Background: an optimization exercise with open tools, aiming at small area, a short achievable clock period and few clock cycles per item. Do not read the settings as production practice. The RTL was checked by simulation tests, not by an equivalence proof against the original design.

--- design/flow/design.v ---
module psg_core (
    input  wire        clk,
    input  wire        rst,
    input  wire        wr_en,
    input  wire [3:0]  wr_addr,
    input  wire [7:0]  wr_data,
    input  wire        tick,
    output wire [35:0] amp
);
    localparam [1:0] SU = 2'd0, SD = 2'd1, HT = 2'd2, HB = 2'd3;
    reg [7:0] regs [0:13];
    reg [11:0] tone_cnt [0:2];
    reg [2:0]  tone_lvl;
    reg [5:0]  noise_cnt;
    reg [16:0] lfsr;
    reg [15:0] env_cnt;
    reg        env_seg;
    reg [4:0]  env_lvl;
    wire [11:0] tone_per [0:2];
    assign tone_per[0] = {regs[1][3:0], regs[0]};
    assign tone_per[1] = {regs[3][3:0], regs[2]};
    assign tone_per[2] = {regs[5][3:0], regs[4]};
    wire [4:0]  noise_per = (regs[6][4:0] == 5'd0) ? 5'd1 : regs[6][4:0];
    wire [15:0] env_per   = {regs[12], regs[11]};
    wire [3:0]  env_shape = regs[13][3:0];
    function [1:0] seg_kind(input [3:0] shape, input seg);
        begin
            case (shape)
                4'd8:    seg_kind = seg ? SD : SD;
                4'd9:    seg_kind = seg ? HB : SD;
                4'd10:   seg_kind = seg ? SU : SD;
                4'd11:   seg_kind = seg ? HT : SD;
                4'd12:   seg_kind = seg ? SU : SU;
                4'd13:   seg_kind = seg ? HT : SU;
                4'd14:   seg_kind = seg ? SD : SU;
                4'd15:   seg_kind = seg ? HB : SU;
                default: seg_kind = seg ? HB : (shape[2] ? SU : SD);
            endcase
        end
    endfunction
    function [4:0] reseed(input [1:0] kind);
        reseed = (kind == SD || kind == HT) ? 5'd31 : 5'd0;
    endfunction
    function [11:0] dac(input [4:0] idx);
        begin
            case (idx)
      5'd0: dac = 12'd0;
      5'd1: dac = 12'd23;
      5'd2: dac = 12'd27;
      5'd3: dac = 12'd33;
      5'd4: dac = 12'd39;
      5'd5: dac = 12'd46;
      5'd6: dac = 12'd55;
      5'd7: dac = 12'd65;
      5'd8: dac = 12'd77;
      5'd9: dac = 12'd92;
      5'd10: dac = 12'd109;
      5'd11: dac = 12'd129;
      5'd12: dac = 12'd154;
      5'd13: dac = 12'd183;
      5'd14: dac = 12'd217;
      5'd15: dac = 12'd258;
      5'd16: dac = 12'd307;
      5'd17: dac = 12'd365;
      5'd18: dac = 12'd434;
      5'd19: dac = 12'd516;
      5'd20: dac = 12'd613;
      5'd21: dac = 12'd728;
      5'd22: dac = 12'd865;
      5'd23: dac = 12'd1029;
      5'd24: dac = 12'd1223;
      5'd25: dac = 12'd1453;
      5'd26: dac = 12'd1727;
      5'd27: dac = 12'd2052;
      5'd28: dac = 12'd2439;
      5'd29: dac = 12'd2899;
      5'd30: dac = 12'd3446;
      default: dac = 12'd4095;
            endcase
        end
    endfunction
    integer i;
    always @(posedge clk) begin
        if (rst) begin
            for (i = 0; i < 14; i = i + 1)
                regs[i] <= 8'd0;
        end else if (wr_en && wr_addr < 4'd14) begin
            regs[wr_addr] <= wr_data;
        end
    end
    always @(posedge clk) begin
        if (rst) begin
            for (i = 0; i < 3; i = i + 1)
                tone_cnt[i] <= 12'd1;
            tone_lvl <= 3'b000;
        end else if (tick) begin
            for (i = 0; i < 3; i = i + 1) begin
                if (tone_cnt[i] >= tone_per[i]) begin
                    tone_cnt[i] <= 12'd1;
                    tone_lvl[i] <= ~tone_lvl[i];
                end else begin
                    tone_cnt[i] <= tone_cnt[i] + 12'd1;
                end
            end
        end
    end
    always @(posedge clk) begin
        if (rst) begin
            noise_cnt <= 6'd1;
            lfsr      <= 17'd1;
        end else if (tick) begin
            if (noise_cnt >= {noise_per, 1'b0}) begin
                noise_cnt <= 6'd1;
                lfsr      <= {lfsr[0] ^ lfsr[3], lfsr[16:1]};
            end else begin
                noise_cnt <= noise_cnt + 6'd1;
            end
        end
    end
    wire [1:0] cur_kind = seg_kind(env_shape, env_seg);
    always @(posedge clk) begin
        if (rst) begin
            env_cnt <= 16'd1;
            env_seg <= 1'b0;
            env_lvl <= 5'd31;
        end else if (wr_en && wr_addr == 4'd13) begin
            env_cnt <= 16'd1;
            env_seg <= 1'b0;
            env_lvl <= reseed(seg_kind(wr_data[3:0], 1'b0));
        end else if (tick) begin
            if (env_cnt >= env_per) begin
                env_cnt <= 16'd1;
                case (cur_kind)
                    SU: if (env_lvl == 5'd31) begin
                            env_seg <= ~env_seg;
                            env_lvl <= reseed(seg_kind(env_shape, ~env_seg));
                        end else begin
                            env_lvl <= env_lvl + 5'd1;
                        end
                    SD: if (env_lvl == 5'd0) begin
                            env_seg <= ~env_seg;
                            env_lvl <= reseed(seg_kind(env_shape, ~env_seg));
                        end else begin
                            env_lvl <= env_lvl - 5'd1;
                        end
                    default: ;
                endcase
            end else begin
                env_cnt <= env_cnt + 16'd1;
            end
        end
    end
    wire       noise_bit = lfsr[0];
    wire [2:0] t_off = regs[7][2:0];
    wire [2:0] n_off = regs[7][5:3];
    reg  [11:0] chan [0:2];
    reg  [4:0]  idx;
    reg         out_bit;
    always @(*) begin
        for (i = 0; i < 3; i = i + 1) begin
            out_bit = (tone_lvl[i] | t_off[i]) & (noise_bit | n_off[i]);
            idx     = regs[8 + i][4] ? env_lvl : {regs[8 + i][3:0], 1'b1};
            chan[i] = out_bit ? dac(idx) : dac(5'd0);
        end
    end
    assign amp = {chan[2], chan[1], chan[0]};
endmodule
module fir_rom0 (
    input  wire [1:0]  lm,
    input  wire [2:0]  t,
    output reg  [11:0] c
);
    always @(*) begin
        case ({lm, t})
            5'd0: c = 12'h31;    
            5'd1: c = 12'h31;    
            5'd2: c = 12'h2e;    
            5'd3: c = 12'h28;    
            5'd4: c = 12'h6;    
            5'd5: c = 12'h5;    
            5'd6: c = 12'h0;    
            5'd7: c = 12'h0;    
            5'd8: c = 12'h4e;    
            5'd9: c = 12'h41;    
            5'd10: c = 12'h69;    
            5'd11: c = 12'h70;    
            5'd12: c = 12'hd;    
            5'd13: c = 12'h5;    
            5'd14: c = 12'h28;    
            5'd15: c = 12'h2e;    
            5'd16: c = 12'ha56;    
            5'd17: c = 12'hab1;    
            5'd18: c = 12'h181;    
            5'd19: c = 12'h168;    
            5'd20: c = 12'h30;    
            5'd21: c = 12'hd;    
            5'd22: c = 12'h6d;    
            5'd23: c = 12'h40;    
            5'd24: c = 12'h269;    
            5'd25: c = 12'h215;    
            5'd26: c = 12'h355;    
            5'd27: c = 12'h381;    
            5'd28: c = 12'h6e;    
            5'd29: c = 12'h148;    
            5'd30: c = 12'h18d;    
            5'd31: c = 12'hab1;    
            default: c = 12'h0;
        endcase
    end
endmodule
module fir_rom1 (
    input  wire [1:0]  lm,
    input  wire [2:0]  t,
    output reg  [17:0] c
);
    always @(*) begin
        case ({lm, t})
            5'd0: c = 18'h5549;    
            5'd1: c = 18'h5405;    
            5'd2: c = 18'hcad;    
            5'd3: c = 18'ha0e;    
            5'd4: c = 18'h169;    
            5'd5: c = 18'h49;    
            5'd6: c = 18'h348;    
            5'd7: c = 18'h215;    
            5'd8: c = 18'h1188;    
            5'd9: c = 18'h1a4d;    
            5'd10: c = 18'h1b89;    
            5'd11: c = 18'h588;    
            5'd12: c = 18'ha8;    
            5'd13: c = 18'hab0;    
            5'd14: c = 18'hb8e;    
            5'd15: c = 18'hc00;    
            5'd16: c = 18'h5c49;    
            5'd17: c = 18'h5b40;    
            5'd18: c = 18'h502e;    
            5'd19: c = 18'h558e;    
            5'd20: c = 18'ha56;    
            5'd21: c = 18'h20d;    
            5'd22: c = 18'h1cad;    
            5'd23: c = 18'h1a4e;    
            5'd24: c = 18'he349;    
            5'd25: c = 18'he06e;    
            5'd26: c = 18'h2c55;    
            5'd27: c = 18'h1148;    
            5'd28: c = 18'h205;    
            5'd29: c = 18'hc4d;    
            5'd30: c = 18'h5071;    
            5'd31: c = 18'h5b4e;    
            default: c = 18'h0;
        endcase
    end
endmodule
module fir_rom2 (
    input  wire [1:0]  lm,
    input  wire [2:0]  t,
    output reg  [23:0] c
);
    always @(*) begin
        case ({lm, t})
            5'd0: c = 24'h29c40;    
            5'd1: c = 24'h29a4d;    
            5'd2: c = 24'h2ac15;    
            5'd3: c = 24'h5c09;    
            5'd4: c = 24'hb80;    
            5'd5: c = 24'h1b6d;    
            5'd6: c = 24'h2c01;    
            5'd7: c = 24'he070;    
            5'd8: c = 24'hab4d;    
            5'd9: c = 24'h920d;    
            5'd10: c = 24'h80ae;    
            5'd11: c = 24'he42d;    
            5'd12: c = 24'h1b41;    
            5'd13: c = 24'h5008;    
            5'd14: c = 24'h2ab46;    
            5'd15: c = 24'h29a55;    
            5'd16: c = 24'h149a09;    
            5'd17: c = 24'h14ab46;    
            5'd18: c = 24'h150029;    
            5'd19: c = 24'h2d055;    
            5'd20: c = 24'h6570;    
            5'd21: c = 24'h1546;    
            5'd22: c = 24'h8a70;    
            5'd23: c = 24'h922d;    
            5'd24: c = 24'h200008;    
            5'd25: c = 24'h340086;    
            5'd26: c = 24'h38106e;    
            5'd27: c = 24'h48c08;    
            5'd28: c = 24'h70396;    
            5'd29: c = 24'h5249;    
            5'd30: c = 24'h31229;    
            5'd31: c = 24'h14aa45;    
            default: c = 24'h0;
        endcase
    end
endmodule
module fir_rom3 (
    input  wire [1:0]  lm,
    input  wire [2:0]  t,
    output reg  [23:0] c
);
    always @(*) begin
        case ({lm, t})
            5'd0: c = 24'h6d22d;    
            5'd1: c = 24'h6e341;    
            5'd2: c = 24'h15a0d;    
            5'd3: c = 24'h1b6d;    
            5'd4: c = 24'h150aae;    
            5'd5: c = 24'h168428;    
            5'd6: c = 24'ha85156;    
            5'd7: c = 24'ha4018e;    
            5'd8: c = 24'h2e269;    
            5'd9: c = 24'h2da09;    
            5'd10: c = 24'h28230;    
            5'd11: c = 24'h5c4e;    
            5'd12: c = 24'h2cb0;    
            5'd13: c = 24'h9171;    
            5'd14: c = 24'h7000d;    
            5'd15: c = 24'h6e24e;    
            5'd16: c = 24'hd540;    
            5'd17: c = 24'hd371;    
            5'd18: c = 24'he24e;    
            5'd19: c = 24'h1028;    
            5'd20: c = 24'h5245;    
            5'd21: c = 24'h2ac09;    
            5'd22: c = 24'h28196;    
            5'd23: c = 24'h2da29;    
            5'd24: c = 24'h2aa6d;    
            5'd25: c = 24'h2a030;    
            5'd26: c = 24'h6405;    
            5'd27: c = 24'h5249;    
            5'd28: c = 24'h580;    
            5'd29: c = 24'h142d;    
            5'd30: c = 24'he431;    
            5'd31: c = 24'hd369;    
            default: c = 24'h0;
        endcase
    end
endmodule
module fir_rom4 (
    input  wire [1:0]  lm,
    input  wire [2:0]  t,
    output reg  [17:0] c
);
    always @(*) begin
        case ({lm, t})
            5'd0: c = 18'h156d;    
            5'd1: c = 18'h1246;    
            5'd2: c = 18'h1155;    
            5'd3: c = 18'h569;    
            5'd4: c = 18'ha01;    
            5'd5: c = 18'h5068;    
            5'd6: c = 18'h6571;    
            5'd7: c = 18'h2a156;    
            5'd8: c = 18'h50a8;    
            5'd9: c = 18'h5346;    
            5'd10: c = 18'h5589;    
            5'd11: c = 18'ha29;    
            5'd12: c = 18'h36e;    
            5'd13: c = 18'h1c86;    
            5'd14: c = 18'h1016;    
            5'd15: c = 18'h1240;    
            5'd16: c = 18'h1c6d;    
            5'd17: c = 18'h1c00;    
            5'd18: c = 18'h286;    
            5'd19: c = 18'h370;    
            5'd20: c = 18'h188;    
            5'd21: c = 18'hca8;    
            5'd22: c = 18'h52ad;    
            5'd23: c = 18'h5369;    
            5'd24: c = 18'hb4d;    
            5'd25: c = 18'ha31;    
            5'd26: c = 18'ha68;    
            5'd27: c = 18'h16d;    
            5'd28: c = 18'h4d;    
            5'd29: c = 18'h206;    
            5'd30: c = 18'h589;    
            5'd31: c = 18'h1c01;    
            default: c = 18'h0;
        endcase
    end
endmodule
module fir_rom5 (
    input  wire [1:0]  lm,
    input  wire [2:0]  t,
    output reg  [11:0] c
);
    always @(*) begin
        case ({lm, t})
            5'd0: c = 12'h36e;    
            5'd1: c = 12'h395;    
            5'd2: c = 12'ha9;    
            5'd3: c = 12'h68;    
            5'd4: c = 12'h156;    
            5'd5: c = 12'ha85;    
            5'd6: c = 12'ha71;    
            5'd7: c = 12'ha31;    
            5'd8: c = 12'h146;    
            5'd9: c = 12'h140;    
            5'd10: c = 12'h149;    
            5'd11: c = 12'h29;    
            5'd12: c = 12'h70;    
            5'd13: c = 12'h48;    
            5'd14: c = 12'h85;    
            5'd15: c = 12'h395;    
            5'd16: c = 12'h15;    
            5'd17: c = 12'h16;    
            5'd18: c = 12'h8;    
            5'd19: c = 12'h1;    
            5'd20: c = 12'h29;    
            5'd21: c = 12'h30;    
            5'd22: c = 12'h14d;    
            5'd23: c = 12'h145;    
            5'd24: c = 12'h0;    
            5'd25: c = 12'h0;    
            5'd26: c = 12'h0;    
            5'd27: c = 12'h1;    
            5'd28: c = 12'he;    
            5'd29: c = 12'h8;    
            5'd30: c = 12'h16;    
            5'd31: c = 12'h15;    
            default: c = 12'h0;
        endcase
    end
endmodule
module psg_fir (
    input  wire               clk,
    input  wire               rst,
    input  wire [15:0]        step,
    input  wire               wr_en,
    input  wire [3:0]         wr_addr,
    input  wire [7:0]         wr_data,
    input  wire               pull,
    output reg                ready,
    output reg                sample_valid,
    output reg  signed [15:0] sample
);
    localparam P   = 6;             
    localparam G   = 24 / P;        
    localparam LMW = 2;             
    localparam CAP = 7;             
    localparam QW  = 3;             
    localparam VW  = 31;            
    localparam [8*P-1:0] CWS = {8'd8, 8'd11, 8'd15, 8'd16, 8'd11, 8'd8};
    localparam [8*P-1:0] VWS = {8'd23, 8'd26, 8'd30, 8'd31, 8'd31, 8'd31};
    localparam [P-1:0]   RFS = 6'b111000;
    integer i, j;
    reg        rst_q;
    reg        wr_q;            
    reg [3:0]  wa_q;
    reg [7:0]  wd_q;
    reg        pull_q;
    reg [15:0] step_q;
    reg [17:0] step3;
    wire in_wr   = wr_en & ready & ~rst;
    wire in_pull = pull & ready & ~rst;
    wire apply;                 
    always @(posedge clk) begin
        rst_q  <= rst;
        if (in_wr) begin
            wa_q <= wr_addr;
            wd_q <= wr_data;
        end
        wr_q   <= ~rst & (in_wr | (wr_q & ~apply));
        pull_q <= in_pull;
        step_q <= step;
        step3  <= {2'b00, step_q} + {1'b0, step_q, 1'b0};
    end
    reg [LMW:0] clr_cnt;
    wire        clr = (clr_cnt != 0);
    reg [15:0] ph;
    reg        gh, gv, bv;
    reg [7:0]  gm, bm;
    wire [16:0] s1 = {1'b0, ph} + {1'b0, step_q};
    wire [17:0] s2 = {2'b00, ph} + {1'b0, step_q, 1'b0};
    wire [17:0] s3 = {2'b00, ph} + step3;
    wire [18:0] s4 = {3'b000, ph} + {1'b0, step_q, 2'b00};
    wire [3:0]  kq = {s4[18:16] != {1'b0, s3[17:16]},
                      s3[17:16] != s2[17:16],
                      s2[17:16] != {1'b0, s1[16]},
                      s1[16]};
    reg  [7:0] cur;
    reg        act, pend;
    reg  [2:0] occ;           
    wire       start = (pull_q | pend) & bv & ~wr_q & ~act;
    assign     apply = wr_q & ~act;
    wire [7:0] wm    = start ? bm : cur;
    wire       slot  = start | act;
    wire       room  = (occ < CAP);
    wire       do_slot = slot & room;
    wire       tick  = do_slot & (wm != 8'd0);
    wire [7:0] wrest = wm & (wm - 8'd1);
    wire       last  = (wrest == 8'd0);
    reg  [2:0] tpos;
    always @(*) begin
        tpos = 3'd0;
        for (i = 7; i >= 0; i = i - 1)
            if (wm[i]) tpos = i[2:0];
    end
    wire       consume = start;
    wire       act_n = do_slot ? ~last : (start | act);
    wire       wrq_n = in_wr | (wr_q & ~apply);
    wire       unst_n = in_pull | ((pull_q | pend) & ~start);
    wire       bv_n  = clr ? bv : ((gv & (~bv | consume)) | (bv & ~consume));
    wire       start_n = unst_n & bv_n & ~wrq_n & ~act_n;
    wire       ok_next = (~unst_n | start_n) & (~wrq_n | ~act_n);
    wire [35:0] amp;
    psg_core u_core (
        .clk     (clk),
        .rst     (rst_q),
        .wr_en   (apply),
        .wr_addr (wa_q),
        .wr_data (wd_q),
        .tick    (tick),
        .amp     (amp)
    );
    reg        va, ka, la;
    reg  [2:0] ta;
    reg        vb, kb, lb;
    reg  [2:0] tb;
    reg [35:0] ab;
    reg [13:0] lev_p;
    wire [13:0] ma = {2'b00, ab[11:0]}, mbb = {2'b00, ab[23:12]}, mcc = {2'b00, ab[35:24]};
    wire [13:0] xs = ma ^ mbb ^ mcc;
    wire [13:0] xc = ((ma & mbb) | (ma & mcc) | (mbb & mcc)) << 1;
    wire [13:0] mixc = xs + xc;
    wire [13:0] cin  = xs ^ xc ^ lev_p;
    wire [13:0] cout = (xs & xc) | (xs & cin) | (xc & cin);
    wire       same = ~cin[0] & (cin[13:1] == cout[12:0]);
    wire       chg  = kb & ~same;
    wire       push = vb & (chg | lb);
    wire       drop = vb & ~push;
    reg [13:0] q_mix [0:CAP-1];
    reg [2:0]  q_t   [0:CAP-1];
    reg        q_dv  [0:CAP-1];
    reg        q_end [0:CAP-1];
    reg [QW-1:0] wp, rp;
    reg [QW:0]   qn;
    reg [LMW-1:0] lm;               
    reg [LMW:0]   grp;              
    reg           pend_end;         
    reg signed [14:0] dg;
    reg [2:0]     tg;
    reg [13:0]    lev_e;
    wire        e_dv  = q_dv[rp];
    wire        e_end = q_end[rp];
    wire [13:0] e_mix = q_mix[rp];
    reg         qne, grp0, grp1, lm0;     
    wire        do_end = grp0 & pend_end & lm0;
    wire        pop   = qne & ((grp1 & ~pend_end) | do_end);
    wire [QW:0]   qn_n  = qn + push - pop;
    wire [LMW:0]  grp_n = (pop & e_dv) ? G : (grp0 ? 0 : grp - 1'b1);
    wire [LMW-1:0] lm_n = (do_end || lm == G - 1) ? 0 : lm + 1'b1;
    wire signed [14:0] dnew = $signed({1'b0, e_mix}) - $signed({1'b0, lev_e});
    reg           ev1, ev2;
    reg signed [14:0] d1;
    reg [13:0]    l1, l2;
    always @(posedge clk) begin
        if (rst)
            ready <= 1'b0;
        else
            ready <= ~rst_q & (clr_cnt <= 1) & ok_next;
        if (rst_q) begin
            clr_cnt <= G;
            ph <= 16'd0; gh <= 1'b0; gv <= 1'b0; bv <= 1'b0;
            cur <= 8'd0; act <= 1'b0; pend <= 1'b0; occ <= 3'd0;
            va <= 1'b0; vb <= 1'b0;
            lev_p <= 14'd0;
            wp <= 0; rp <= 0; qn <= 0; qne <= 1'b0;
            lm <= 0; grp <= 0; pend_end <= 1'b0; lev_e <= 14'd0;
            grp0 <= 1'b1; grp1 <= 1'b1; lm0 <= 1'b1;
            ev1 <= 1'b0; ev2 <= 1'b0;
        end else begin
            if (clr) clr_cnt <= clr_cnt - 1'b1;
            if (!clr) begin
                if (!gv) begin
                    if (!gh) gm[3:0] <= kq; else gm[7:4] <= kq;
                    ph <= s4[15:0];
                    gh <= ~gh;
                    if (gh) gv <= 1'b1;
                end
                if (gv && (!bv || consume)) begin
                    bm <= gm; bv <= 1'b1; gv <= 1'b0;
                end else if (consume) begin
                    bv <= 1'b0;
                end
            end
            pend <= (pull_q | pend) & ~start;
            if (do_slot) begin
                cur    <= wrest;
                act    <= ~last;
            end else if (start) begin
                cur    <= bm;
                act    <= 1'b1;
            end
            occ <= occ + do_slot - pop - drop;
            va <= do_slot; ka <= tick; la <= last; ta <= tpos;
            vb <= va; kb <= ka; lb <= la; tb <= ta; ab <= amp;
            if (vb & kb) lev_p <= mixc;
            if (vb) begin       
                q_mix[wp] <= chg ? mixc : lev_p;
                q_t[wp] <= tb; q_dv[wp] <= chg; q_end[wp] <= lb;
            end
            if (push) wp <= (wp == CAP - 1) ? 0 : wp + 1'b1;
            if (pop) rp <= (rp == CAP - 1) ? 0 : rp + 1'b1;
            qn  <= qn_n;
            qne <= (qn_n != 0);
            grp  <= grp_n;
            grp0 <= (grp_n == 0);
            grp1 <= (grp_n <= 1);
            if (do_end) pend_end <= 1'b0;
            if (pop) begin
                dg       <= dnew;
                tg       <= q_t[rp];
                lev_e    <= e_mix;
                pend_end <= e_end;
            end
            lm  <= lm_n;
            lm0 <= (lm_n == 0);
            ev1 <= do_end;
            d1  <= dg;
            l1  <= lev_e;
            ev2 <= ev1; l2 <= l1;
        end
    end
    function [31:0] booth_k(input integer nd);    
        integer q;
        reg [31:0] s;
        begin
            s = 32'd0;
            for (q = 0; q < nd; q = q + 1)
                s = s + (32'd1 << (15 + 2 * q));
            booth_k = ~s + 32'd1;
        end
    endfunction
    wire signed [VW-1:0] head [0:P-1];      
    genvar k;
    generate
        for (k = 0; k < P; k = k + 1) begin : bank
            localparam CWK = CWS[8*k +: 8];
            localparam VWK = VWS[8*k +: 8];
            localparam ND  = (CWK + 1) / 2;      
            localparam [31:0] KC = booth_k(ND);
            reg  signed [VWK-1:0] s [0:G-1];
            wire [3*ND-1:0] c;             
            reg  [3*ND-1:0] c1;
            if (k == 0) fir_rom0 u_rom (.lm(lm), .t(tg), .c(c));
            if (k == 1) fir_rom1 u_rom (.lm(lm), .t(tg), .c(c));
            if (k == 2) fir_rom2 u_rom (.lm(lm), .t(tg), .c(c));
            if (k == 3) fir_rom3 u_rom (.lm(lm), .t(tg), .c(c));
            if (k == 4) fir_rom4 u_rom (.lm(lm), .t(tg), .c(c));
            if (k == 5) fir_rom5 u_rom (.lm(lm), .t(tg), .c(c));
            assign head[k] = s[G-1];
            reg  [VWK-1:0] r [0:8];
            reg  [15:0]    m;
            reg            one, two, neg;
            always @(*) begin
                for (j = 0; j < 9; j = j + 1)
                    r[j] = {VWK{1'b0}};
                r[ND] = KC[VWK-1:0];
                for (j = 0; j < ND; j = j + 1) begin
                    one = c1[3*j];
                    two = c1[3*j+1];
                    neg = c1[3*j+2];
                    m = two ? {d1, 1'b0} : one ? {d1[14], d1} : 16'd0;
                    m = m ^ {16{neg}};
                    r[j] = {{(VWK-16){1'b0}}, ~m[15], m[14:0]} << (2 * j);
                    r[ND][2*j] = neg;
                end
            end
            wire [VWK-1:0] ps, pc;
            if (ND == 4) begin : t5
                wire [VWK-1:0] a0 = r[0] ^ r[1] ^ r[2];
                wire [VWK-1:0] a1 = ((r[0] & r[1]) | (r[0] & r[2]) | (r[1] & r[2])) << 1;
                wire [VWK-1:0] b0 = a0 ^ a1 ^ r[3];
                wire [VWK-1:0] b1 = ((a0 & a1) | (a0 & r[3]) | (a1 & r[3])) << 1;
                assign ps = b0 ^ b1 ^ r[4];
                assign pc = ((b0 & b1) | (b0 & r[4]) | (b1 & r[4])) << 1;
            end else if (ND == 6) begin : t7
                wire [VWK-1:0] a0 = r[0] ^ r[1] ^ r[2];
                wire [VWK-1:0] a1 = ((r[0] & r[1]) | (r[0] & r[2]) | (r[1] & r[2])) << 1;
                wire [VWK-1:0] a2 = r[3] ^ r[4] ^ r[5];
                wire [VWK-1:0] a3 = ((r[3] & r[4]) | (r[3] & r[5]) | (r[4] & r[5])) << 1;
                wire [VWK-1:0] b0 = a0 ^ a1 ^ a2;
                wire [VWK-1:0] b1 = ((a0 & a1) | (a0 & a2) | (a1 & a2)) << 1;
                wire [VWK-1:0] e0 = a3 ^ r[6] ^ b0;
                wire [VWK-1:0] e1 = ((a3 & r[6]) | (a3 & b0) | (r[6] & b0)) << 1;
                assign ps = e0 ^ e1 ^ b1;
                assign pc = ((e0 & e1) | (e0 & b1) | (e1 & b1)) << 1;
            end else if (ND == 5) begin : t6
                wire [VWK-1:0] a0 = r[0] ^ r[1] ^ r[2];
                wire [VWK-1:0] a1 = ((r[0] & r[1]) | (r[0] & r[2]) | (r[1] & r[2])) << 1;
                wire [VWK-1:0] a2 = r[3] ^ r[4] ^ r[5];
                wire [VWK-1:0] a3 = ((r[3] & r[4]) | (r[3] & r[5]) | (r[4] & r[5])) << 1;
                wire [VWK-1:0] b0 = a0 ^ a1 ^ a2;
                wire [VWK-1:0] b1 = ((a0 & a1) | (a0 & a2) | (a1 & a2)) << 1;
                assign ps = b0 ^ b1 ^ a3;
                assign pc = ((b0 & b1) | (b0 & a3) | (b1 & a3)) << 1;
            end else begin : t9
                wire [VWK-1:0] a0 = r[0] ^ r[1] ^ r[2];
                wire [VWK-1:0] a1 = ((r[0] & r[1]) | (r[0] & r[2]) | (r[1] & r[2])) << 1;
                wire [VWK-1:0] a2 = r[3] ^ r[4] ^ r[5];
                wire [VWK-1:0] a3 = ((r[3] & r[4]) | (r[3] & r[5]) | (r[4] & r[5])) << 1;
                wire [VWK-1:0] a4 = r[6] ^ r[7] ^ r[8];
                wire [VWK-1:0] a5 = ((r[6] & r[7]) | (r[6] & r[8]) | (r[7] & r[8])) << 1;
                wire [VWK-1:0] b0 = a0 ^ a1 ^ a2;
                wire [VWK-1:0] b1 = ((a0 & a1) | (a0 & a2) | (a1 & a2)) << 1;
                wire [VWK-1:0] b2 = a3 ^ a4 ^ a5;
                wire [VWK-1:0] b3 = ((a3 & a4) | (a3 & a5) | (a4 & a5)) << 1;
                wire [VWK-1:0] e0 = b0 ^ b1 ^ b2;
                wire [VWK-1:0] e1 = ((b0 & b1) | (b0 & b2) | (b1 & b2)) << 1;
                assign ps = e0 ^ e1 ^ b3;
                assign pc = ((e0 & e1) | (e0 & b3) | (e1 & b3)) << 1;
            end
            reg  [VWK-1:0] p_s, p_c;
            wire [VWK-1:0] hs = s[G-1];
            wire [VWK-1:0] x0 = hs ^ p_s ^ p_c;
            wire [VWK-1:0] x1 = ((hs & p_s) | (hs & p_c) | (p_s & p_c)) << 1;
            wire signed [VWK-1:0] res = x0 + x1;
            wire signed [VWK-1:0] down;
            if (k == P - 1) begin : top
                assign down = 0;
            end else if (!RFS[k] && RFS[k+1]) begin : conv
                wire [VWK-1:0] hu = head[k+1];
                wire [VWK-1:0] b15 = {l2, 15'd0};
                wire [VWK-1:0] b3  = {l2, 3'd0};
                wire [VWK-1:0] y0 = hu ^ b15 ^ b3;
                wire [VWK-1:0] y1 = ((hu & b15) | (hu & b3) | (b15 & b3)) << 1;
                assign down = y0 + y1;
            end else begin : pass
                assign down = head[k+1];
            end
            always @(posedge clk) begin
                c1  <= grp0 ? {3*ND{1'b0}} : c;    
                p_s <= ps;
                p_c <= pc;
                for (i = 1; i < G; i = i + 1)
                    s[i] <= s[i-1];
                if (clr)
                    s[0] <= 0;
                else if (ev2)
                    s[0] <= down;
                else
                    s[0] <= res;
            end
        end
    endgenerate
    wire signed [VW-1:0] v0 = head[0];
    always @(posedge clk) begin
        if (rst | rst_q) begin
            sample_valid <= 1'b0;
        end else begin
            sample_valid <= ev2;
            if (ev2)
                sample <= (v0[30:29] == 2'b01) ? 16'sh7fff :
                          (v0[30:29] == 2'b10) ? 16'sh8000 : v0[29:14];
        end
    end
endmodule
--- design/flow/run.sh ---
#!/bin/bash
# synth_recipe.tcl (not shown) runs the flow's synth.tcl, then flattens the netlist and writes it again
# the make line also repeats each setting of config.mk as NAME=value (left out here)
make -C /OpenROAD-flow-scripts/flow DESIGN_CONFIG=/design/flow/config.mk WORK_HOME=/design/flow/orfs CLKGATE_MAP_FILE= SYNTH_SCRIPT=/design/flow/synth_recipe.tcl finish
--- design/flow/config.mk ---
export PLATFORM = sky130hd
export DESIGN_NAME = psg_fir
export DESIGN_NICKNAME = psg_fir
export VERILOG_FILES = /design/flow/design.v
export SDC_FILE = /design/flow/constraint.sdc
export NUM_CORES = 4
export LEC_CHECK = 0
export CAP_MARGIN = 20
export CORE_MARGIN = 2
export CORE_UTILIZATION = 68
export CTS_CLUSTER_SIZE = 30
export SLEW_MARGIN = 20
--- design/flow/constraint.sdc ---
create_clock -name core_clock -period 12.0 [get_ports {clk}]
set_input_delay 2.4000 -clock core_clock [delete_from_list [all_inputs] [get_ports {clk}]]
set_output_delay 2.4000 -clock core_clock [all_outputs]
set_load 0.01 [all_outputs]
==> results of run 1 <==
[per-stage QoR]
step           setup slack, ns  cell area [um2]  hold WS (ns)  std cells
2_1_floorplan            6.974            88960        0.3096       8951
3_3_place_gp             7.610            90410        0.3095      10320
3_5_place_dp             7.521            90410        0.3121      10320
4_1_cts                  7.494            96160        0.3116      10630
5_1_grt                  7.131            96170        0.3150      10630
6_report                 7.396            96180        0.3118      10630
[final cells by class]
cell class	count	area share, %
Timing Repair Buffer	136	1.189
Multi-Input combinational cell	6167	49.86
Inverter	625	2.442
Tap cell	1742	2.266
Clock buffer	233	5.136
Sequential cell	1654	38.26
Antenna cell	1	0.002602
Clock inverter	72	0.8443
[placed cells by master (no fill, tap or decap), drive strengths merged, types with 87 or more instances in the layout]
cell type / netlist / routed
dfxtp: 1288 / 1288
nand2: 1085 / 1085
ha: 687 / 687
inv: 621 / 633
o21ai: 623 / 623
nor2: 576 / 576
fa: 485 / 485
a21oi: 440 / 440
xnor2: 439 / 439
edfxtp: 366 / 366
xor2: 349 / 349
clkbuf: 426 / 233
a21o: 158 / 158
and2: 129 / 129
a22oi: 120 / 120
nor3: 95 / 95
buf: 79 / 87
[cells in the mapped netlist (22+ instances only)]
cell and n:
nor3_1 95, o211ai_1 36, inv_1 614, nand3_1 74, clkbuf_1 426, o21a_1 31, mux2i_1 78, a22oi_1 120
edfxtp_1 366, xor2_1 349, nor2b_1 68, o21bai_1 25, a21o_1 158, o21ai_0 594, nand4_1 28, buf_1 67
a211oi_1 70, a311oi_1 24, xnor2_1 439, nand2b_1 64, and2_1 129, o21ai_1 28, dfxtp_1 1288, a21boi_0 27
nand3b_1 22, a21oi_1 440, o22ai_1 33, ha_1 687, or3_1 24, mux2_2 37, and3_1 44, a31oi_1 47
nand2_1 1085, nor2_1 576, fa_1 485
[routing by layer]
metal | routed length [um] | GRT usage [%]
met5 | 12 | 0
met4 | 10650 | 15.80
met3 | 15220 | 5.389
met2 | 110400 | 58.78
met1 | 88350 | 41.94
[registers in the layout (all words and copies together) (netlist names), 15 cells and up, named ones only]
register / flops
u_core.tone_cnt: 36
u_core.lfsr: 17
bank.c1: 97
dg: 15
step3: 16
step_q: 16
u_core.env_cnt: 16
q_mix: 98
u_core.regs: 82
bank.p_s: 156
q_t: 21
sample: 16
d1: 15
ab: 36
bank.s: 688
bank.p_c: 138
[cell families after synthesis]
logic type	after synthesis
fa+ha+maj	1172
xor+xnor	788
compound gates	1778
mux	141
simple gates	2288
flops	1654
buf+inv	1130
[how the worst max path moves through the flow]
stage                          to  slack [ns]  depth (start not counted)
3_3_place_gp                  qne        7.61                         13
3_5_place_dp                  qne        7.52                         13
6_report          bank[3].p_s[13]        7.40                         10
4_1_cts                       qne        7.49                         13
5_1_grt                       qne        7.13                         13
2_1_floorplan  u_core.regs[11][0]        6.97                          4
==> metrics.md, run 1 <==
| Metric | Value |
|---|---|
| Outcome | no timing/DRC/antenna violations |
| DIE WIDTH | ~370 um |
| Max Buffers Root-to-Sink | 3 |
| Flops & latches, synth | 1654 |
| Post-Syn Area | 0.08896 mm2 |
| Worst-skew pair later-pin latency | 0.80 ns |
| Total Die Area | 0.1337 mm2 |
| I/O pin count | 50 |
| Postcts setup bufs | 0 |
| Post-CTS Hold Fix Bufs | 0 |
| Worst reg2reg setup slack | 7.40 ns |
| Final period util | 38.37% |
| DRT Wirelength | ~220 mm |
| Fill count | 9069 |
| Worst-path fanout max | 44 |
| Cell at the slowest stage of the critical path | edfxtp_1 |
| Final hold violation count | 0 |
| Maximum number of pins on one net before global-route repair | between 80 and 90 |
| Critical Path Most Common Cell | fa_1 |
| Multi-input gate area | 0.04796 mm2 |
| Hold_sp | bank[3].s[0][16] |
| CTS tree | done |
| WP buf/inv | 3 |
| Reg-to-Reg Start | d1[3] |
| Synth unique cells | 95 |
| Net Count, Synth | 10160 |
| Max Cap Viol | 0 |
| Reg area | 0.03679 mm2 |
| Die Ht | 365.7 um |
| Final setup vio count | 0 |
| Tightest Hold Check Type | flop to flop |
| Most used DFF post-synth | dfxtp_1 |
| Layout overhead on the synthesized area | 8.117% |
| RR Endpoint | bank[3].p_s[13] |
| Pre-Repair DR Iteration Count | 10 |
| CTS H-tree lvls | 4 |
| Seq/Total Area, Yosys | 41.34% |
| Initial DRC Count | 5488 |
| Syn Area/Cell | a little under 10 um2 |
| Via count | about 63000 |
| Via density | ~6.0 |
| Worst-margin pin slew | 1.252 ns |
| Final core utilization | 74.18% |
| Reg clk slew, reported paths | around 0.060 ns |
| Clock sinks | 1654 |
| RSZ-0062 raised after global routing | no |
| Core Area | 0.1296 mm2 |
| Nets | around 10000 |
| Post-layout min period | around 4.6 ns |
| Root Driver | clkbuf_16 |
| DRT antenna net count | 0 |
| Initial antenna violation count | 5 |
| Delay-heaviest family, CP | adder cells |
| Xor and xnor fraction of the mapped netlist area | ~7.8% |
| Initial Util | about two thirds |
| Synth Warn # | 22 |
| Setup TNS | 0 ns |
| Ys async rst share | 0% |
| Post-Synth Adder-Cell Area | 20.58% |
| WHS Endpoint | bank[3].s[1][16] |
| Total grt overflow | 0 |
| Mux contribution to synthesized area | 1.958% |
| WL/cell | approximately 21 um |
| TritonCTS Buffers | about 170 |
| Hpwl dp | 159.8 mm |
| Worst EP arrival | 5.27 ns |
| Vias in the first global route | approximately 64000 |
| EDFF count, synth | 366 |
| Normalized max-slew margin | 15.92% |
| Largest family of logic cells by synthesized area | adder cells |
| # DRC | 0 |
| FF-to-FF path depth | 10 |
| Largest area contributor in the netlist | dfxtp_1 |
| Crit. Startpoint | d1[3] |
| Main area contributors after synthesis | dfxtp_1, edfxtp_1, fa_1, ha_1, nand2_1 |
| Post-Syn Instances | 8951 |
| Clk_skew | roughly 0.033 ns |
| Startpoint Class | flop |
| CP required | 12.66 ns |
| RePlAce Congestion | 0.9770 |
| Setup crit end kind | flop |
| Simple-gate portion of the synthesized area | 11.33% |
| Port bufs | 49 |
| PostCTS Resize Cnt | 0 |
| Final Max Tran Viols | 0 |
| First-pass GRT wire length | approximately 350 mm |
| Rows | 132 |
| Share of the synthesized area in the top cell type | 28.99% |
| Crit path cell chain | buf_4 > nand2_1 > o21ai_0 > xor2_1 > fa_1 > inv_1 > fa_1 > inv_1 > fa_1 > fa_1 |
| Share of layout cells above drive strength 1 | 5.536% |
| Slowest Stage Delay on Critical Path | 1.03 ns |
| Global Route Usage Sum | 34.06% |
| Hold Path Stages | 0 |
| Fraction of the mapped netlist area in compound gates | 12.23% |
| Fmax | 217.2 MHz |
| WS Path Type | flop to flop |
Testbench counts, summed over its fixed seeds: cycles 16,884, items 2,400.
==> run 2, diff against run 1 <==
--- a/design/flow/design.v
+++ b/design/flow/design.v
@@ -451,7 +451,6 @@
     reg [7:0]  wd_q;
     reg        pull_q;
     reg [15:0] step_q;
-    reg [17:0] step3;
     wire in_wr   = wr_en & ready & ~rst;
     wire in_pull = pull & ready & ~rst;
     wire apply;                 
@@ -464,7 +463,6 @@
         wr_q   <= ~rst & (in_wr | (wr_q & ~apply));
         pull_q <= in_pull;
         step_q <= step;
-        step3  <= {2'b00, step_q} + {1'b0, step_q, 1'b0};
     end
     reg [LMW:0] clr_cnt;
     wire        clr = (clr_cnt != 0);
@@ -473,7 +471,7 @@
     reg [7:0]  gm, bm;
     wire [16:0] s1 = {1'b0, ph} + {1'b0, step_q};
     wire [17:0] s2 = {2'b00, ph} + {1'b0, step_q, 1'b0};
-    wire [17:0] s3 = {2'b00, ph} + step3;
+    wire [17:0] s3 = {2'b00, ph} + {2'b00, step_q} + {1'b0, step_q, 1'b0};
     wire [18:0] s4 = {3'b000, ph} + {1'b0, step_q, 2'b00};
     wire [3:0]  kq = {s4[18:16] != {1'b0, s3[17:16]},
                       s3[17:16] != s2[17:16],
@@ -553,7 +551,7 @@
     wire [LMW-1:0] lm_n = (do_end || lm == G - 1) ? 0 : lm + 1'b1;
     wire signed [14:0] dnew = $signed({1'b0, e_mix}) - $signed({1'b0, lev_e});
     reg           ev1, ev2;
-    reg signed [14:0] d1;
+    reg signed [14:0] d1a, d1b, d1c;
     reg [13:0]    l1, l2;
     always @(posedge clk) begin
         if (rst)
@@ -618,7 +616,9 @@
             lm  <= lm_n;
             lm0 <= (lm_n == 0);
             ev1 <= do_end;
-            d1  <= dg;
+            d1a <= dg;
+            d1b <= grp0 ? 15'sd0 : dg;
+            d1c <= grp0 ? -15'sd1 : dg;
             l1  <= lev_e;
             ev2 <= ev1; l2 <= l1;
         end
@@ -653,6 +653,7 @@
             assign head[k] = s[G-1];
             reg  [VWK-1:0] r [0:8];
             reg  [15:0]    m;
+            wire signed [14:0] d1 = (k < 2) ? d1a : (k < 4) ? d1b : d1c;
             reg            one, two, neg;
             always @(*) begin
                 for (j = 0; j < 9; j = j + 1)
--- a/design/flow/config.mk
+++ b/design/flow/config.mk
@@ -7,6 +7,5 @@
 export LEC_CHECK = 0
 export CAP_MARGIN = 20
 export CORE_MARGIN = 2
-export CORE_UTILIZATION = 68
-export CTS_CLUSTER_SIZE = 30
+export CORE_UTILIZATION = 64
 export SLEW_MARGIN = 20
==> metrics.md, run 2 <==
| Metric | Value |
|---|---|
| Total Die Area | 0.1425 mm2 |
| Most frequent cells after synthesis | dfxtp_1, nand2_1, ha_1 |
| Clk_skew | 0.05453 ns |
| RePlAce Congestion | between 1 and 1.5 |
| Hold_sp | bank[2].s[2][9] |
| Highest routed layer | met5 |
| RSZ-0062 raised after global routing | no |
| Port bufs | 49 |
| Post-CTS Hold Fix Bufs | 0 |
| Pre-Repair DR Iteration Count | 6 |
| Final Cell Area | 0.09721 mm2 |
| Via count | 62910 |
| Largest area contributor in the netlist | dfxtp_1 |
| EDFF count, synth | about 400 |
| Setup TNS | 0 ns |
| CTS tree | done |
| Post-Syn Area | 0.08925 mm2 |
| # DRC | 0 |
| Reg clk slew, reported paths | ~0.060 ns |
| Clock sinks | 1668 |
| First-pass GRT wire length | 368.7 mm |
| WHS Endpoint | bank[2].s[3][9] |
| Max Cap Viol | 0 |
| Most used DFF post-synth | dfxtp_1 |
| Initial antenna violation count | 11 |
| Largest reg by FF count | bank.s |
| Count leader, synth | dfxtp_1 |
| Die Ht | 377.4 um |
| DIE WIDTH | approximately 380 um |
| PostCTS Resize Cnt | 0 |
| Biggest regs | bank.s (688), bank.p_s (156), bank.p_c (138) |
| Flops & latches, synth | 1668 |
| Initial DRC Count | 6504 |
| Placed inst area | 0.09098 mm2 |
| Root Driver | clkbuf_16 |
| Fill count | 10440 |
| Initial Util | about 64% |
| DRT Wirelength | 240.8 mm |
| Nets | 9758 |
| Setup crit end kind | flop |
| Worst-path fanout max | 27 |
| Metal-1 WL | 100.4 mm |
| Post-Syn Instances | around 8700 |
| I/O pin count | 50 |
| Ys async rst share | 0% |
| Hold Path Stages | 0 |
| WL/cell | 22.74 um |
| Syn Area/Cell | 10.22 um2 |
| Final setup vio count | 0 |
| WL met3 | 18.13 mm |
| CTS H-tree lvls | 4 |
| Via density | 5.940 |
| Commonest non-fill, non-tap cell in the layout | dfxtp_1 |
| Share of the synthesized area in the top cell type | about 29% |
| Net Count, Synth | 9933 |
| Largest register FFs | 688 |
| WS Path Type | flop to flop |
| RR Endpoint | qne |
| Max Buffers Root-to-Sink | 3 |
| Final WS setup | roughly 7.3 ns |
| Reg-to-Reg Start | ab[2] |
| Final period util | between 30% and 40% |
| Worst EP arrival | 5.39 ns |
| Worst reg2reg setup slack | 7.27 ns |
| Vias in the first global route | 62060 |
| Commonest non-fill, non-tap cells in the layout | dfxtp_1, nand2_1, ha_1 |
| Global Route Usage Sum | between 30% and 40% |
| Seq/Total Area, Yosys | between 40% and 50% |
| Worst-margin pin slew | 1.199 ns |
| Layout overhead on the synthesized area | 8.914% |
| Postcts setup bufs | 0 |
| Main area contributors after synthesis | dfxtp_1, edfxtp_1, fa_1, ha_1, xnor2_1 |
| Total grt overflow | 0 |
| Hpwl dp | 174.2 mm |
| Startpoint Class | flop |
| Pre-CTS WS | 7.356 ns |
| Final core utilization | between 60% and 70% |
| Outcome | no timing/DRC/antenna violations |
| CP required | 12.66 ns |
| Rows | 137 |
| Fmax | 211.5 MHz |
| Final hold violation count | 0 |
| Share of layout cells above drive strength 1 | 6.307% |
| Normalized max-slew margin | 19.20% |
| Synth Warn # | 22 |
| Post-layout min period | between 4 and 5 ns |
| Core Area | roughly 0.14 mm2 |
| Worst-skew pair later-pin latency | 0.83 ns |
| Maximum number of pins on one net before global-route repair | between 150 and 200 |
| Final Max Tran Viols | 0 |
| Synth unique cells | 95 |
| FF-to-FF path depth | 15 |
| DRT antenna net count | 0 |
| TritonCTS Buffers | 172 |
| Met2 routed WL | approximately 110 mm |
| Tightest Hold Check Type | flop to flop |
==> run 2: cell types whose count changed after synthesis, sizes merged, moves of 16 or more <==
| cell | change |
|---|---|
| nand2 | -273 |
| o21ai | -121 |
| a22oi | +107 |
| a21oi | -55 |
| a21o | -45 |
| mux2i | +42 |
| edfxtp | +30 |
| nand3 | +30 |
| nor2b | +22 |
| nor3 | +22 |
| a211oi | +21 |
| o21a | +20 |
| dfxtp | -16 |
==> run 2: area by class of cell <==
class,count,area (um2),share of cell area (%)
Multi-Input combinational cell,5938,47760,49.13
Sequential cell,1668,37380,38.45
Clock buffer,214,4761,4.898
Inverter,640,2407,2.476
Tap cell,1876,2347,2.415
Clock inverter,110,1384,1.424
Timing Repair Buffer,134,1149,1.182
Antenna cell,10,25.02,0.02574
==> run 2: cell families after synthesis <==
| family | after synthesis | share of synthesized area (%) |
|---|---|---|
| multiplexers | 178 | 2.350 |
| AO/OA/AOI/OAI | 1685 | 12.02 |
| AND/OR/NAND/NOR | 2128 | 10.82 |
| XOR/XNOR | 775 | 7.605 |
| buffers and inverters | 1123 | 4.740 |
| flip-flops | 1668 | 41.85 |
| adder cells (fa/ha/maj) | 1172 | 20.62 |
==> run 2: metrics by stage <==
stage,instances,hold slack (ns)
after floorplan,8729,0.3096
after global placement,10250,0.3095
after detailed placement,10250,0.3121
after CTS,10580,0.2932
after global routing,10590,0.3027
final,10590,0.2961
==> run 2: metal layers <==
metal  vias to the layer above  track usage [%]
li1                      29230                -
met1                     30510            45.57
met2                      2587            53.08
met3                       575            5.873
met4                         4            17.28
met5                         -                0
==> run 2: worst max-delay path by stage <==
stage          start                 end  cells after the start
6_report       ab[2]                 qne                     15
5_1_grt        ab[2]                 qne                     15
4_1_cts        ab[2]                 qne                     15
3_5_place_dp   ab[2]                 qne                     15
3_3_place_gp   ab[2]                 qne                     15
2_1_floorplan  rst_q  u_core.regs[12][0]                      4
==> run 2: worst max-delay path, cell delays in order, from the launching register on <==
cell and delay (ns):
edfxtp_1 0.33, inv_1 0.06, fa_1 0.61, fa_1 0.45, xnor2_1 0.18, nor4_1 0.29, nand3_1 0.11, o31a_1 0.24
buf_4 0.24, o21ai_0 0.47, inv_1 0.19, ha_1 0.28, fa_1 0.41, xnor2_1 0.14, nor2_1 0.07, or4_1 0.52
Testbench counts of run 2, summed over its fixed seeds: cycles 16,884, items 2,400.
==> run 3, diff against run 2 <==
--- a/design/flow/config.mk
+++ b/design/flow/config.mk
@@ -7,5 +7,5 @@
 export LEC_CHECK = 0
 export CAP_MARGIN = 20
 export CORE_MARGIN = 2
-export CORE_UTILIZATION = 64
+export CORE_UTILIZATION = 60
 export SLEW_MARGIN = 20
==> metrics.md, run 3 <==
| Metric | Value |
|---|---|
| Net Count, Synth | 9933 |
| Hold_sp | bank[3].s[0][19] |
| Reg-to-Reg Start | ab[2] |
| Placed insts | between 10000 and 15000 |
| Biggest regs | bank.s (688), bank.p_s (156), bank.p_c (138) |
| Outcome | no timing/DRC/antenna violations |
| Final core utilization | approximately two thirds |
| WL/cell | 22.76 um |
| Hpwl dp | 175.3 mm |
| Initial DRC Count | 4554 |
| Critical Path Most Common Cell | fa_1 |
| Hold Path Stages | 0 |
| Post-Syn Instances | 8729 |
| Normalized max-slew margin | 14.81% |
| EDFF count, synth | 396 |
| Fill count | about 12000 |
| Reg area | between 0.03 and 0.04 mm2 |
| Worst-path fanout max | 4 |
| RR Endpoint | qne |
| Reg clk slew, reported paths | 0.06 ns |
| Largest register FFs | 688 |
| TritonCTS Buffers | 171 |
| DRT antenna net count | 0 |
| Initial antenna violation count | 11 |
| Clk_skew | 0.04836 ns |
| Post-layout min period | approximately 4.5 ns |
| Largest area contributor in the netlist | dfxtp_1 |
| Flops & latches, synth | ~1700 |
| I/O pin count | 50 |
| Layout overhead on the synthesized area | 9.018% |
| Layout Cells excl Fill | 10660 |
| Multi-input gate area | roughly 0.048 mm2 |
| Share of the synthesized area in the top cell type | 28.53% |
| Global Route Usage Sum | 32.00% |
| Worst-margin pin slew | 1.264 ns |
| Final Max Tran Viols | 0 |
| Cell at the slowest stage of the critical path | fa_1 |
| Worst reg2reg setup slack | 7.46 ns |
| Share of layout cells above drive strength 1 | approximately 6.2% |
| First-pass GRT wire length | around 370 mm |
| Rows | about 140 |
| Final Cell Area | between 0.09 and 0.1 mm2 |
| Syn Area/Cell | slightly above 10 um2 |
| Seq/Total Area, Yosys | 41.85% |
| Worst EP arrival | 5.19 ns |
| Die Ht | just under 400 um |
| Slowest Stage Delay on Critical Path | 0.61 ns |
| Worst-skew pair later-pin latency | 0.82 ns |
| Vias in the first global route | approximately 63000 |
| Startpoint Class | flop |
| Fmax | 220.2 MHz |
| Synth unique cells | 95 |
| RePlAce Congestion | 0.9562 |
| Total grt overflow | 0 |
| Via density | 5.853 |
| WHS Endpoint | bank[3].s[1][19] |
| Delay-heaviest family, CP | adder cells |
| Max Cap Viol | 0 |
| Tightest Hold Check Type | flop to flop |
| Total Die Area | 0.1519 mm2 |
| Synth Warn # | 22 |
| Root Driver | clkbuf_16 |
| Main area contributors after synthesis | dfxtp_1, edfxtp_1, fa_1, ha_1, xnor2_1 |
| CTS tree | done |
| CTS H-tree lvls | 4 |
| Most used DFF post-synth | dfxtp_1 |
| Core Area | 0.1477 mm2 |
| Commonest non-fill, non-tap cells in the layout | dfxtp_1, nand2_1, ha_1 |
| RSZ-0062 raised after global routing | no |
| Crit path cell chain | inv_1 > fa_1 > fa_1 > xnor2_1 > nor4_1 > nand3_1 > o31a_1 > o21ai_0 > inv_1 > ha_1 > fa_1 > xnor2_1 > nor2_1 > or4_1 |
| FF-to-FF path depth | 14 |
| PostCTS Resize Cnt | 0 |
| Placed inst area | just over 0.09 mm2 |
| Post-Syn Area | around 0.09 mm2 |
| Postcts setup bufs | 0 |
| WS Path Type | flop to flop |
| Count leader, synth | dfxtp_1 |
| WP buf/inv | 2 |
| Commonest non-fill, non-tap cell in the layout | dfxtp_1 |
| Initial Util | 60.44% |
| Clock sinks | 1668 |
| Post-CTS Hold Fix Bufs | 0 |
| Final hold violation count | 0 |
| Via count | 62360 |
| Final setup vio count | 0 |
| Ys async rst share | 0% |
| Max Buffers Root-to-Sink | 3 |
| Port bufs | 49 |
| DRT Wirelength | 242.5 mm |
| CP required | 12.65 ns |
| Most frequent cells after synthesis | dfxtp_1, nand2_1, ha_1 |
| Nets | 9775 |
| Maximum number of pins on one net before global-route repair | 86 |
| # DRC | 0 |
| Pre-Repair DR Iteration Count | 6 |
| Largest reg by FF count | bank.s |
| Setup crit end kind | flop |
| Setup TNS | 0 ns |
| Final period util | 37.85% |
| DIE WIDTH | 389.7 um |
-- run 3: cell types whose count changed in the layout (fill, tap and decap cells not counted), moves of 4 or more --
| cell | change |
|---|---|
| inv_4 | -4 |
| clkbuf_8 | +9 |
| clkinv_2 | -8 |
| clkinvlp_4 | -5 |
| buf_4 | +22 |
| clkbuf_1 | +9 |
| inv_6 | -9 |
-- run 3: cell type report --
cell class | instances | share of cell area [%]
Clock inverter | 90 | 1.263
Tap cell | 1930 | 2.482
Antenna cell | 7 | 0.01800
Clock buffer | 230 | 5.003
Timing Repair Buffer | 152 | 1.299
Sequential cell | 1668 | 38.41
Inverter | 640 | 2.475
Multi-Input combinational cell | 5938 | 49.05
-- run 3: logic make-up after synthesis --
| kind of cell | count (synthesis) | share of synthesized area (%) |
|---|---|---|
| AND/OR/NAND/NOR | 2128 | 10.82 |
| XOR/XNOR | 775 | 7.605 |
| flip-flops | 1668 | 41.85 |
| multiplexers | 178 | 2.350 |
| adder cells (fa/ha/maj) | 1172 | 20.62 |
| buffers and inverters | 1123 | 4.740 |
| AO/OA/AOI/OAI | 1685 | 12.02 |
-- run 3: how the worst max path moves through the flow --
stage                from            endpoint  slack [ns]  cells past startpoint
detailed placement  ab[2]                 qne        7.53                     14
CTS                 ab[2]                 qne        7.47                     14
floorplan           rst_q  u_core.regs[12][0]        5.77                      4
global route        ab[2]                 qne        7.18                     14
global placement      rst               ready        7.57                      6
finish              ab[2]                 qne        7.46                     14
-- run 3: through the flow --
stage	hold WS, ns	setup WS (ns)
after floorplan	0.3096	5.773
after global placement	0.3095	7.569
after detailed placement	0.3121	7.526
after CTS	0.2922	7.469
after global routing	0.3010	7.182
final	0.2882	7.458
-- run 3: layer usage --
| metal | wire, um | up-vias | GRT usage (%) | share of wire (%) |
|---|---|---|---|---|
| li1 | - | 29280 | - | - |
| met1 | 99790 | 30290 | 41.08 | 41 |
| met2 | 113100 | 2213 | 52.02 | 47 |
| met3 | 15810 | 565 | 5.288 | 6.5 |
| met4 | 13730 | 8 | 17.00 | 5.7 |
| met5 | 58 | - | 0 | 0.024 |
==> run 4, diff against run 3 <==
--- a/design/flow/design.v
+++ b/design/flow/design.v
@@ -546,7 +546,10 @@
     reg         qne, grp0, grp1, lm0;     
     wire        do_end = grp0 & pend_end & lm0;
     wire        pop   = qne & ((grp1 & ~pend_end) | do_end);
-    wire [QW:0]   qn_n  = qn + push - pop;
+    wire [QW:0]   qn_0  = qn - pop;
+    wire [QW:0]   qn_n  = push ? qn_0 + 1'b1 : qn_0;
+    wire          qne_n = push | (pop ? (qn >= 2) : (qn >= 1));
+    wire [2:0]    occ_0 = occ + do_slot - pop - vb;
     wire [LMW:0]  grp_n = (pop & e_dv) ? G : (grp0 ? 0 : grp - 1'b1);
     wire [LMW-1:0] lm_n = (do_end || lm == G - 1) ? 0 : lm + 1'b1;
     wire signed [14:0] dnew = $signed({1'b0, e_mix}) - $signed({1'b0, lev_e});
@@ -591,18 +594,18 @@
                 cur    <= bm;
                 act    <= 1'b1;
             end
-            occ <= occ + do_slot - pop - drop;
+            occ <= push ? occ_0 + 1'b1 : occ_0;
             va <= do_slot; ka <= tick; la <= last; ta <= tpos;
             vb <= va; kb <= ka; lb <= la; tb <= ta; ab <= amp;
             if (vb & kb) lev_p <= mixc;
             if (vb) begin       
-                q_mix[wp] <= chg ? mixc : lev_p;
+                q_mix[wp] <= kb ? mixc : lev_p;    
                 q_t[wp] <= tb; q_dv[wp] <= chg; q_end[wp] <= lb;
             end
             if (push) wp <= (wp == CAP - 1) ? 0 : wp + 1'b1;
             if (pop) rp <= (rp == CAP - 1) ? 0 : rp + 1'b1;
             qn  <= qn_n;
-            qne <= (qn_n != 0);
+            qne <= qne_n;
             grp  <= grp_n;
             grp0 <= (grp_n == 0);
             grp1 <= (grp_n <= 1);
==> metrics.md, run 4 <==
| Metric | Value |
|---|---|
| Cell at the slowest stage of the critical path | clkdlybuf4s50_1 |
| Count leader, synth | dfxtp_1 |
| Largest area contributor in the netlist | dfxtp_1 |
| Hold_sp | bank[1].s[1][4] |
| Xor and xnor fraction of the mapped netlist area | 7.726% |
| Initial Util | 60.25% |
| FF-to-FF path depth | 11 |
| Worst-path fanout max | 3 |
| Post-layout min period | 4.122 ns |
| Pre-CTS WS | around 7.6 ns |
| Die Ht | 388.6 um |
| Final setup vio count | 0 |
| Rows | roughly 140 |
| Crit. Startpoint | ready |
| Most frequent cells after synthesis | dfxtp_1, nand2_1, ha_1 |
| Share of the synthesized area in the top cell type | 28.69% |
| Clk_skew | 0.04430 ns |
| Maximum number of pins on one net before global-route repair | 72 |
| Core Area | approximately 0.15 mm2 |
| EDFF count, synth | around 400 |
| Initial antenna violation count | 13 |
| WL met3 | 11.96 mm |
| Net Count, Synth | ~9900 |
| Synth Warn # | 22 |
| Fmax | 242.6 MHz |
| Final core utilization | 65.53% |
| Synth unique cells | 92 |
| Setup crit end kind | output port |
| Hpwl dp | 165.4 mm |
| Largest reg by FF count | bank.s |
| Worst EP arrival | 1.72 ns |
| Reg-to-Reg Start | l2[2] |
| Final period util | 34.35% |
| DRT antenna net count | 0 |
| Post-CTS Hold Fix Bufs | 0 |
| Fill count | 11640 |
| Number of stages on the worst setup path | 1 |
| Seq/Total Area, Yosys | 42.09% |
| Flops & latches, synth | 1668 |
| Postcts setup bufs | 0 |
| Share of layout cells above drive strength 1 | under 10% |
| Crit path cell chain | clkdlybuf4s50_1 |
| # DRC | 0 |
| Mux contribution to synthesized area | 2.024% |
| Final WS setup | 7.878 ns |
| Max Cap Viol | 0 |
| Layout overhead on the synthesized area | 8.764% |
| Normalized max-slew margin | 18.90% |
| Port bufs | 49 |
| TritonCTS Buffers | 170 |
| Main area contributors after synthesis | dfxtp_1, edfxtp_1, fa_1, ha_1, xnor2_1 |
| Outcome | no timing/DRC/antenna violations |
| Multi-input gate area | 0.04737 mm2 |
| PostCTS Resize Cnt | 0 |
| Metal-1 WL | 92.97 mm |
| Max Buffers Root-to-Sink | 3 |
| Initial DRC Count | about 4500 |
| CP Capture Point | ready |
| Worst reg2reg setup slack | 7.98 ns |
| WL/cell | roughly 21 um |
| Global Route Usage Sum | 29.73% |
| Via count | 61050 |
| Pre-Repair DR Iteration Count | 7 |
| Commonest non-fill, non-tap cell in the layout | dfxtp_1 |
| Syn Area/Cell | 10.26 um2 |
| Met2 routed WL | 110.0 mm |
| Largest family of logic cells by synthesized area | adder cells |
| Startpoint Class | flop |
| Worst-margin pin slew | 1.208 ns |
| Post-Syn Instances | 8650 |
| CTS H-tree lvls | 4 |
| Final hold violation count | 0 |
| I/O pin count | 50 |
| Via density | ~5.8 |
| Nets | just under 10000 |
| WP buf/inv | 1 |
| Highest routed layer | met5 |
| First-pass GRT wire length | 348.6 mm |
| RePlAce Congestion | roughly 0.98 |
| Commonest non-fill, non-tap cells in the layout | dfxtp_1, nand2_1, ha_1 |
| CTS tree | done |
| Biggest regs | bank.s (688), bank.p_s (156), bank.p_c (138) |
| Final Max Tran Viols | 0 |
| Total Die Area | 0.1510 mm2 |
| RSZ-0062 raised after global routing | no |
| Largest register FFs | 688 |
| Total grt overflow | 0 |
| Most used DFF post-synth | dfxtp_1 |
| Setup TNS | 0 ns |
| Tightest Hold Check Type | flop to flop |
| WS Path Type | flop to output port |
| Reg area | around 0.037 mm2 |
| Ys async rst share | 0% |
| Worst-skew pair later-pin latency | 0.81 ns |
| Vias in the first global route | 60640 |
| Fraction of the mapped netlist area in compound gates | 12.34% |
| Reg clk slew, reported paths | 0.06 ns |
| Simple-gate portion of the synthesized area | 10.49% |
| Post-Synth Adder-Cell Area | 20.71% |
| Root Driver | clkbuf_16 |
| DIE WIDTH | 388.6 um |
| RR Endpoint | bank[2].s[0][25] |
| Delay-heaviest family, CP | buffers and inverters |
| Slowest Stage Delay on Critical Path | 0.55 ns |
| Clock sinks | 1668 |
| Post-Syn Area | 0.08876 mm2 |
| DRT Wirelength | 224.4 mm |
| CP required | between 9 and 10 ns |
run 4: logic make-up after synthesis:
| group | after synthesis |
|---|---|
| flops | 1668 |
| compound gates | 1732 |
| mux | 149 |
| xor+xnor | 783 |
| fa+ha+maj | 1171 |
| buf+inv | 1084 |
| simple gates | 2063 |
run 4: layout make-up:
| type | count | area share [%] |
|---|---|---|
| diodes | 4 | 0.01037 |
| clock buffers | 236 | 5.070 |
| clock inverters | 80 | 1.125 |
| inverters | 600 | 2.338 |
| multi-input cells | 5898 | 49.07 |
| flip-flops and latches | 1668 | 38.71 |
| well taps | 1930 | 2.501 |
| repair buffers | 135 | 1.177 |
run 4: per-stage QoR:
step | cells | hold WS (ns) | cell area (um2)
global route | 10550 | 0.3207 | 96530
detailed placement | 10230 | 0.3121 | 90530
global placement | 10230 | 0.3096 | 90530
finish | 10550 | 0.3107 | 96540
floorplan | 8650 | 0.3096 | 88760
CTS | 10550 | 0.3045 | 96510
run 4: metal layers:
metal	up-vias	GRT usage, %
li1	29020	-
met4	2	12.49
met3	446	3.918
met1	29730	37.79
met5	-	0
met2	1849	51.05
run 4: how the worst min path moves through the flow:
stage / cells past startpoint / endpoint
after floorplan: 0 / bank[0].s[1][0]
after global placement: 0 / bank[1].s[3][5]
after detailed placement: 0 / bank[0].s[1][11]
after CTS: 0 / bank[1].s[2][4]
after global routing: 0 / bank[5].s[1][14]
final: 0 / bank[1].s[2][4]
run 4: worst register-to-register path: stages, from the launching register on:
cell	delay (ns)
edfxtp_1	0.53
ha_1	0.39
ha_1	0.33
a211oi_1	0.42
o211ai_1	0.17
a221oi_1	0.50
a22oi_1	0.22
o31a_1	0.37
a41oi_1	0.28
nor2b_1	0.21
xor2_1	0.33
o21ai_0	0.12
Testbench counts of run 4, summed over its fixed seeds: cycles 16,884, items 2,400.

==> what the ideal ports hide <==
The flow's constraints put no driver on any port. The routed layouts listed below were extracted and timed again, unchanged, in two steps.
Step 1 (the two cells are an assumption about what drives the block):
set clk [get_ports {clk}]
set_driving_cell -lib_cell sky130_fd_sc_hd__clkbuf_16 $clk
set_driving_cell -lib_cell sky130_fd_sc_hd__buf_2 [delete_from_list [all_inputs] $clk]
Step 2, shift: input delay + t, output delay - t, t = (earliest + latest rising clock arrival at the registers) / 2. This alone moves slack from input paths to output paths.
Three values: ideal ports, drivers, drivers and shift; two values: the first two.
run | t (ns) | setup WS [ns] | worst register clock-pin slew, ns
run 1 | 0.855 | 7.396 / 7.396 / 7.396 | 0.07 / 0.07
run 2 | 0.883 | 7.271 / 7.271 / 7.271 | 0.07 / 0.07
run 3 | 0.878 | 7.458 / 7.458 / 7.458 | 0.07 / 0.07
run 4 | 0.879 | 7.878 / 7.789 / 7.623 | 0.08 / 0.08
After both steps setup and hold are still met in every run listed. For run 4, which loses most, drivers alone change the setup slack by -0.089 ns; drivers and shift together by -0.255 ns.
